This is an optimization exercise on Yosys and OpenROAD, whose aim is small area, a short achievable clock period and few clock cycles per item, not a production implementation. The RTL was checked by simulation tests, not by an equivalence proof against the original design. Power is estimated from default activity; no workload was simulated.

== run K ==
==> flow/design.v (excerpt) <==
module chirp_radar_ranger (
    input  wire        clk,
    input  wire        rst,
    input  wire        key_valid,
    input  wire [7:0]  key_char,
    input  wire        in_valid,
    output wire        in_ready,
    input  wire [15:0] mic,
    input  wire [31:0] now,
    output reg         out_valid,
    input  wire        out_ready,
    output wire [15:0] out_left,
    output reg         out_last,
    output reg         ev_valid,
    output reg         ev_kind,       
    output reg  [7:0]  ev_char,
    output wire [5:0]  ev_index,
    output reg  [13:0] ev_dist,       
    output wire [27:0] ev_amp
);
    localparam N          = 64;
    localparam R          = 16;
    localparam [23:0] TX_PERIOD_HI = 24'd1;    
    reg        rdy;             
    reg  [5:0] icnt;            
    assign in_ready = rdy;
    wire acc = in_valid && rdy;
    reg        v0;
    reg [15:0] mic0;
    reg [31:0] now0;
    reg        k0v;
    reg  [7:0] k0c;
    reg        key_pend;
    reg  [7:0] key_q;
    reg [31:0] next_tx;
    reg        armed;           
    reg  [5:0] zero_off;
    reg        blk_tx;          
    reg        blk_det;         
    reg        busy;            
    reg        recal_q;         
    reg        warn_q;          
    reg  [3:0] tail;            
    reg        tail_act;        
    reg        rep_v;           
  ...
export LEC_CHECK = 0
export ABC_AREA = 1
export CAP_MARGIN = 20
export CORE_MARGIN = 2
export CORE_UTILIZATION = 40
export SLEW_MARGIN = 20
export SYNTH_HIERARCHICAL = 1
create_clock -name core_clock -period 13.0 [get_ports {clk}]
standard.sh (not shown) runs the stock make flow with config.mk's settings and CLKGATE_MAP_FILE= SYNTH_SCRIPT=/design/flow/synth_recipe.tcl, a recipe that flattens the netlist after the stock synthesis.
==> flow/flow/run.sh <==
#!/bin/bash
# The standard layout (the standard.sh: standard synthesis, floorplan,
# placement, CTS, routing) at the design's clock period and constraints,
# with the resizer's setup repair asked to leave a margin of slack so that
# it works the paths down towards the period the design can reach.
set -euo pipefail
MARGIN=$(cat flow/margin.txt)
bash standard.sh SETUP_SLACK_MARGIN=$MARGIN finish > standard_make.log 2>&1
==> flow/flow/margin.txt <==
9.3
Testbench counts of run K, summed over its fixed seeds: cycles 32,776, items 32,768.
Input-level comparison between run F and run K:
diff --git a/flow/config.mk b/flow/config.mk
--- a/flow/config.mk
+++ b/flow/config.mk
@@ -7,3 +7,2 @@
 export LEC_CHECK = 0
-export ABC_AREA = 1
 export CAP_MARGIN = 20
Findings:
Comparing run K and run F, the higher summed area of non-filler cells in the final layout is on run K. Via-per-instance ratio went up by a few percent going from run K to run F. Re instance count of the mapped netlist: run K and run F aren't equal, and the higher value belongs to run K.

========
chirp_radar_ranger again, from the RTL that the note above started with.
Design chirp_radar_ranger, start of the top module:
module chirp_radar_ranger (
    input  wire        clk,
    input  wire        rst,
    input  wire        key_valid,
    input  wire [7:0]  key_char,
    input  wire        in_valid,
    output wire        in_ready,
    input  wire [15:0] mic,
    input  wire [31:0] now,
    output reg         out_valid,
    input  wire        out_ready,
    output wire [15:0] out_left,
    output reg         out_last,
    output reg         ev_valid,
    output reg         ev_kind,       
    output reg  [7:0]  ev_char,
    output wire [5:0]  ev_index,
    output reg  [13:0] ev_dist,       
    output wire [27:0] ev_amp
);
    localparam N          = 64;
    localparam R          = 16;
    localparam [23:0] TX_PERIOD_HI = 24'd1;    
    reg        rdy;             
    reg  [5:0] icnt;            
    assign in_ready = rdy;
    wire acc = in_valid && rdy;
    reg        v0;
    reg [15:0] mic0;
    reg [31:0] now0;
    reg        k0v;
    reg  [7:0] k0c;
    reg        key_pend;
    reg  [7:0] key_q;
    reg [31:0] next_tx;
    reg        armed;           
    reg  [5:0] zero_off;
    reg        blk_tx;          
    reg        blk_det;         
    reg        busy;            
    reg        recal_q;         
    reg        warn_q;          
    reg  [3:0] tail;            
    reg        tail_act;        
    reg        rep_v;           
    reg  [6:0] rep_rel;         
    wire first0 = (icnt == 6'd1);
    wire last0  = (icnt == 6'd0);
    wire lagok0 = (icnt >= R) || (icnt == 6'd0);      
    wire step   = v0 && first0;
    wire fired   = (now0 >= next_tx);
    wire det_now = armed && !fired;
    wire is_r    = (key_q == 8'h72);
  ...
Settings: LEC_CHECK=0, CAP_MARGIN=20, CORE_MARGIN=2, CORE_UTILIZATION=40, CTS_CLUSTER_DIAMETER=80, CTS_CLUSTER_SIZE=24, SLEW_MARGIN=20, SYNTH_HIERARCHICAL=1; clock period 13.0 ns.
==> flow/flow/run.sh <==
#!/bin/bash
# The standard layout (the standard.sh: the standard synthesis,
# floorplan, placement, CTS, routing) at the design's clock period and
# constraints, with two settings passed on to ORFS:
#  - SETUP_SLACK_MARGIN: the resizer's setup repair aims for this much
#    slack, so it works the paths down towards the period the design can
#    reach rather than stopping once the design's period is met;
#  - BUFFER_PORTS_ARGS: the cell used for the buffer every port gets.
# The make output goes to standard_make.log; ORFS's own logs are kept under
# orfs/logs.
set -euo pipefail
MARGIN=$(cat flow/margin.txt)
PORTBUF=$(cat flow/portbuf.txt)
bash standard.sh "SETUP_SLACK_MARGIN=$MARGIN" "BUFFER_PORTS_ARGS=-buffer_cell $PORTBUF" finish > standard_make.log 2>&1
==> flow/flow/margin.txt <==
8.9
==> flow/flow/portbuf.txt <==
sky130_fd_sc_hd__buf_2
The first run completed with no timing, DRC or antenna violations.
Testbench counts at the start, summed over its fixed seeds: cycles 32,776, items 32,768.
Edit:
==> flow/flow/margin.txt (replaced) <==
9.1
--- a/flow/config.mk
+++ b/flow/config.mk
@@ -10 +10 @@
-export CORE_UTILIZATION = 40
+export CORE_UTILIZATION = 60
After rerunning: Synthesized area does not change; power climbs by 2.1%; clock skew is about the same; maximum frequency rises by 3.5%; final area stays flat; via count increases by 1.4%; setup slack gets better by 0.13 ns; routed wire length went down by 2.2%.

==> static timing again, ports no longer ideal <==
Ports are ideal in the flow. The routed layouts listed here were re-timed in OpenROAD. Step 1 (the two cells are an assumption about what drives the block):
set clk [get_ports {clk}]
set_driving_cell -lib_cell sky130_fd_sc_hd__clkbuf_16 $clk
set_driving_cell -lib_cell sky130_fd_sc_hd__buf_2 [delete_from_list [all_inputs] $clk]
Step 2 also shifts input and output timing later by t, the mid clock arrival at the registers, as if the neighbouring blocks saw the same clock. Slacks: no drivers / after step 1 / after step 2; pairs: no drivers / after step 1.
run | shift t [ns] | setup slack, ns | worst setup path after step 2 | clock arrival spread, ns | cell pins on the clock port's net
run K | 0.692 | 9.101 / 9.035 / 8.759 | input to register | 0.034 / 0.034 | 1
run F | 0.689 | 9.106 / 9.034 / 8.754 | input to register | 0.035 / 0.036 | 1
the first run of note 2 | 0.663 | 9.018 / 9.018 / 8.431 | input to register | 0.040 / 0.040 | 1
the second run of note 2 | 0.649 | 9.151 / 9.095 / 8.731 | input to register | 0.032 / 0.032 | 1
After both steps setup and hold are still met in every run listed. For the first run of note 2, which loses most, drivers alone change the setup slack by 0.000 ns; drivers and shift together by -0.587 ns.
